From an optimization exercise on the open Yosys and OpenROAD flow, aimed at small area, a short achievable clock period and few clock cycles; shortcuts taken in it are not production practice.
In this exercise RTL edits were held to simulation tests only and were not proved equivalent to the original.
Power figures rest on the tool's default switching activity, not on a simulated workload.

## wpd_decomp
module wpd_decomp (
    input  wire        clk,
    input  wire        rst,           
    input  wire        in_valid,
    input  wire [7:0]  in_data,
    output wire        in_ready,
    output wire        out_valid,
    output wire [7:0]  out_data,
    input  wire        out_ready,
    output wire        ctx_valid,
    output wire [31:0] ignored_count,
    output wire [1:0]  err_code
);
Size: roughly 930 cells after synthesis, ~0.0074 mm^2 of cells after synthesis.
export LEC_CHECK = 0
export CAP_MARGIN = 20
export CORE_MARGIN = 2
export CORE_UTILIZATION = 40
export SLEW_MARGIN = 20
create_clock -name core_clock -period 10.0 [get_ports {clk}]
standard.sh (not shown) runs the stock make flow with config.mk's settings and CLKGATE_MAP_FILE= SYNTH_SCRIPT=/design/flow/synth_recipe.tcl, a recipe that flattens the netlist after the stock synthesis.
==> flow/flow/run.sh <==
#!/bin/bash
# Standard layout with plain buffers on the ports, a smaller clock tree
# (8x clock buffers on larger sink clusters, no dummy loads), a denser core
# and timing repair aimed below the 10 ns clock period. ORFS writes each
# tool's full output under orfs/logs; make's output goes to standard.log.
set -euo pipefail
bash standard.sh \
  "BUFFER_PORTS_ARGS=-buffer_cell sky130_fd_sc_hd__buf_1" \
  "SETUP_SLACK_MARGIN=6.8" \
  "ABC_AREA=1" \
  "CORE_UTILIZATION=65" \
  "CTS_ARGS=-sink_clustering_enable -repair_clock_nets -dont_use_dummy_load -buf_list sky130_fd_sc_hd__clkbuf_8 -sink_clustering_size 40 -sink_clustering_max_diameter 80" \
  finish > standard.log 2>&1
Testbench counts at the start, summed over its fixed seeds: cycles 89,846.
Rerun with:
--- a/flow/design.v
+++ b/flow/design.v
@@ -64,16 +64,28 @@
     end
     wire [2:0] cb_sel  = xa[6:4];
     wire       cb_top  = xa[7];
     wire [3:0] cb_fcm1 = xa[3:0];
     wire cb_still = (cb_sel == 3'd5) && cb_top;
     wire cb_lit   = (cb_sel == 3'd4);
     wire cb_bad   = cb_sel[2] && cb_sel != 3'd4 && !cb_still;
     wire cb_drop  = !cb_lit && !vld;
+    wire [4:0] cb_fc = {1'b0, fcnt} + 5'd1;
+    reg  [7:0] cb_bits;
+    always @* begin
+        case (sel[1:0])
+            2'd0: cb_bits = {cb_fc, 3'b000} + {3'b000, cb_fc};           
+            2'd1: cb_bits = {cb_fc, 3'b000} + {1'b0, cb_fc, 2'b00};      
+            2'd2: cb_bits = {cb_fc[3:0], 4'b0000} - {3'b000, cb_fc};     
+            default: cb_bits = {cb_fc[3:0], 4'b0000} + {2'b00, cb_fc, 1'b0};   
+        endcase
+    end
+    wire [7:0] cb_bm1  = cb_bits - 8'd1;
+    wire [4:0] skip_m1 = cb_bm1[7:3];
     reg  cb_long;
     always @* begin
         case (cb_sel)
             3'd0: cb_long = 1'b0;
             3'd1: cb_long = cb_fcm1 >= 4'd12;
             3'd2: cb_long = cb_fcm1 >= 4'd9;
             3'd3: cb_long = cb_fcm1 >= 4'd8;
             default: cb_long = !cb_still && cb_fcm1 >= 4'd6;
@@ -92,23 +104,23 @@
             5'd4: hlen_m1 = 3'd2;
             5'd5: hlen_m1 = 3'd1;
             5'd7: hlen_m1 = 3'd2;
             5'd8: hlen_m1 = 3'd1;
             default: begin hlen_m1 = 3'd0; hvalid = 1'b0; end
         endcase
     end
     wire take = (phase != 2'd0);
-    wire last = (phase == 2'd3) && (fcnt == 4'd0);
+    wire last = drop ? (!phase[1] && {phase[0], fcnt} == 5'd0) : (phase == 2'd3) && (fcnt == 4'd0);
     wire [3:0] ow    = {1'b0, o} + wq;
     wire       rem   = (ow[2:0] != 3'd0);
     wire       haveW = (nb == 2'd2) || (nb == 2'd1 && (!ow[3] || !rem)) || (wq == 4'd0);
-    wire       step  = !take || haveW;
-    wire       run_t = go && (state == S_RUN) && take && haveW;
-    wire       sh1   = go && (state != S_RUN) ? have8 : run_t && (ow[3] || (last && rem));
+    wire       step  = drop ? (have8 && !phase[1]) : !take || haveW;
+    wire       run_t = go && (state == S_RUN) && !drop && take && haveW;
+    wire       sh1   = go && (state != S_RUN || drop) ? have8 && !(drop && phase[1] && state == S_RUN) : run_t && (ow[3] || (last && rem));
     wire       sh2   = run_t && last && ow[3] && rem;
     wire [2:0] o_next = (!run_t || last) ? (run_t ? 3'd0 : o) : ow[2:0];
     wire       af0   = (nb == 2'd0) || (nb == 2'd1 && sh1) || sh2;      
     wire       af1   = (nb == 2'd1 && !sh1) || (nb == 2'd2 && sh1 && !sh2);
     wire [1:0] nb_next = af0 ? {1'b0, in_fire} : af1 ? {in_fire, !in_fire} : 2'd2;
     wire       rdy_next = af0 || (af1 && !in_fire);
     reg set_err;
     always @* begin
@@ -158,19 +170,24 @@
                 S_CB: begin
                     dq    <= 8'h01;
                     drot  <= 1'b0;
                     duse  <= 1'b0;
                     sel   <= cb_still ? 3'd5 : cb_sel;
                     wq    <= cb_still ? 4'd0 : cb_sel[2] ? 4'd8 : {1'b0, cb_sel} + 4'd3;
                     fcnt  <= cb_fcm1;
                     drop  <= cb_drop;
-                    phase <= 2'd1;
-                end
-                default: if (step) begin
+                    phase <= cb_drop ? 2'd2 : 2'd1;
+                end
+                default: if (drop) begin
+                    if (phase[1])
+                        {phase, fcnt} <= {1'b0, skip_m1};
+                    else if (have8)
+                        {phase[0], fcnt} <= {phase[0], fcnt} - 5'd1;
+                end else if (step) begin
                     dq   <= take ? dn : 8'h01;
                     drot <= take;
                     duse <= take && (!sel[2] || sel == 3'd5);
                     if (phase == 2'd3) begin
                         phase <= drop ? 2'd1 : 2'd0;
                         fcnt  <= fcnt - 4'd1;
                     end else
                         phase <= phase + 2'd1;
=> Worst hold slack barely changes. Final area increases by 9.0%. Critical path depth climbs by 16. Fmax shrinks by 2.2%. Wire length rises by 9.1%. Die area rises by 7.2%. Power rises by 15%. Via count goes up by 17%. Clock-buffer cell count is unchanged. Worst setup slack got worse by 0.069 ns. Sequential power goes up by 3.1%. Clock power barely changes. Cell count climbs by 15%. Global-route usage went down by 0.21 points.
Testbench counts after the change, summed over its fixed seeds: cycles 89,618.

what the ideal ports hide:
How much do the figures lean on ideal ports? The routed layouts below were timed once more, with nothing changed but the port constraints.
Step 1 assumes that a clkbuf_16 drives the clock port and a buf_2 every other input.
Step 2 also shifts input and output timing later by t, the mid clock arrival at the registers, as if the neighbouring blocks saw the same clock.
Slacks: ideal / step 1 / step 2; pairs: ideal / step 1.
run | shift t [ns] | setup WS [ns] | hold slack, ns | latest minus earliest clock arrival (ns) | worst slew at a driven data input, ns
the first run | 0.478 | 6.963 / 6.927 / 6.691 | 0.457 / 0.457 / 0.457 | 0.030 / 0.030 | 0.03
the second run | 0.461 | 6.893 / 6.893 / 6.725 | 0.459 / 0.459 / 0.459 | 0.025 / 0.026 | 0.03
After both steps every run listed still meets setup and hold. For the first run, which loses most, drivers alone change the setup slack by -0.036 ns; drivers and shift together by -0.272 ns.
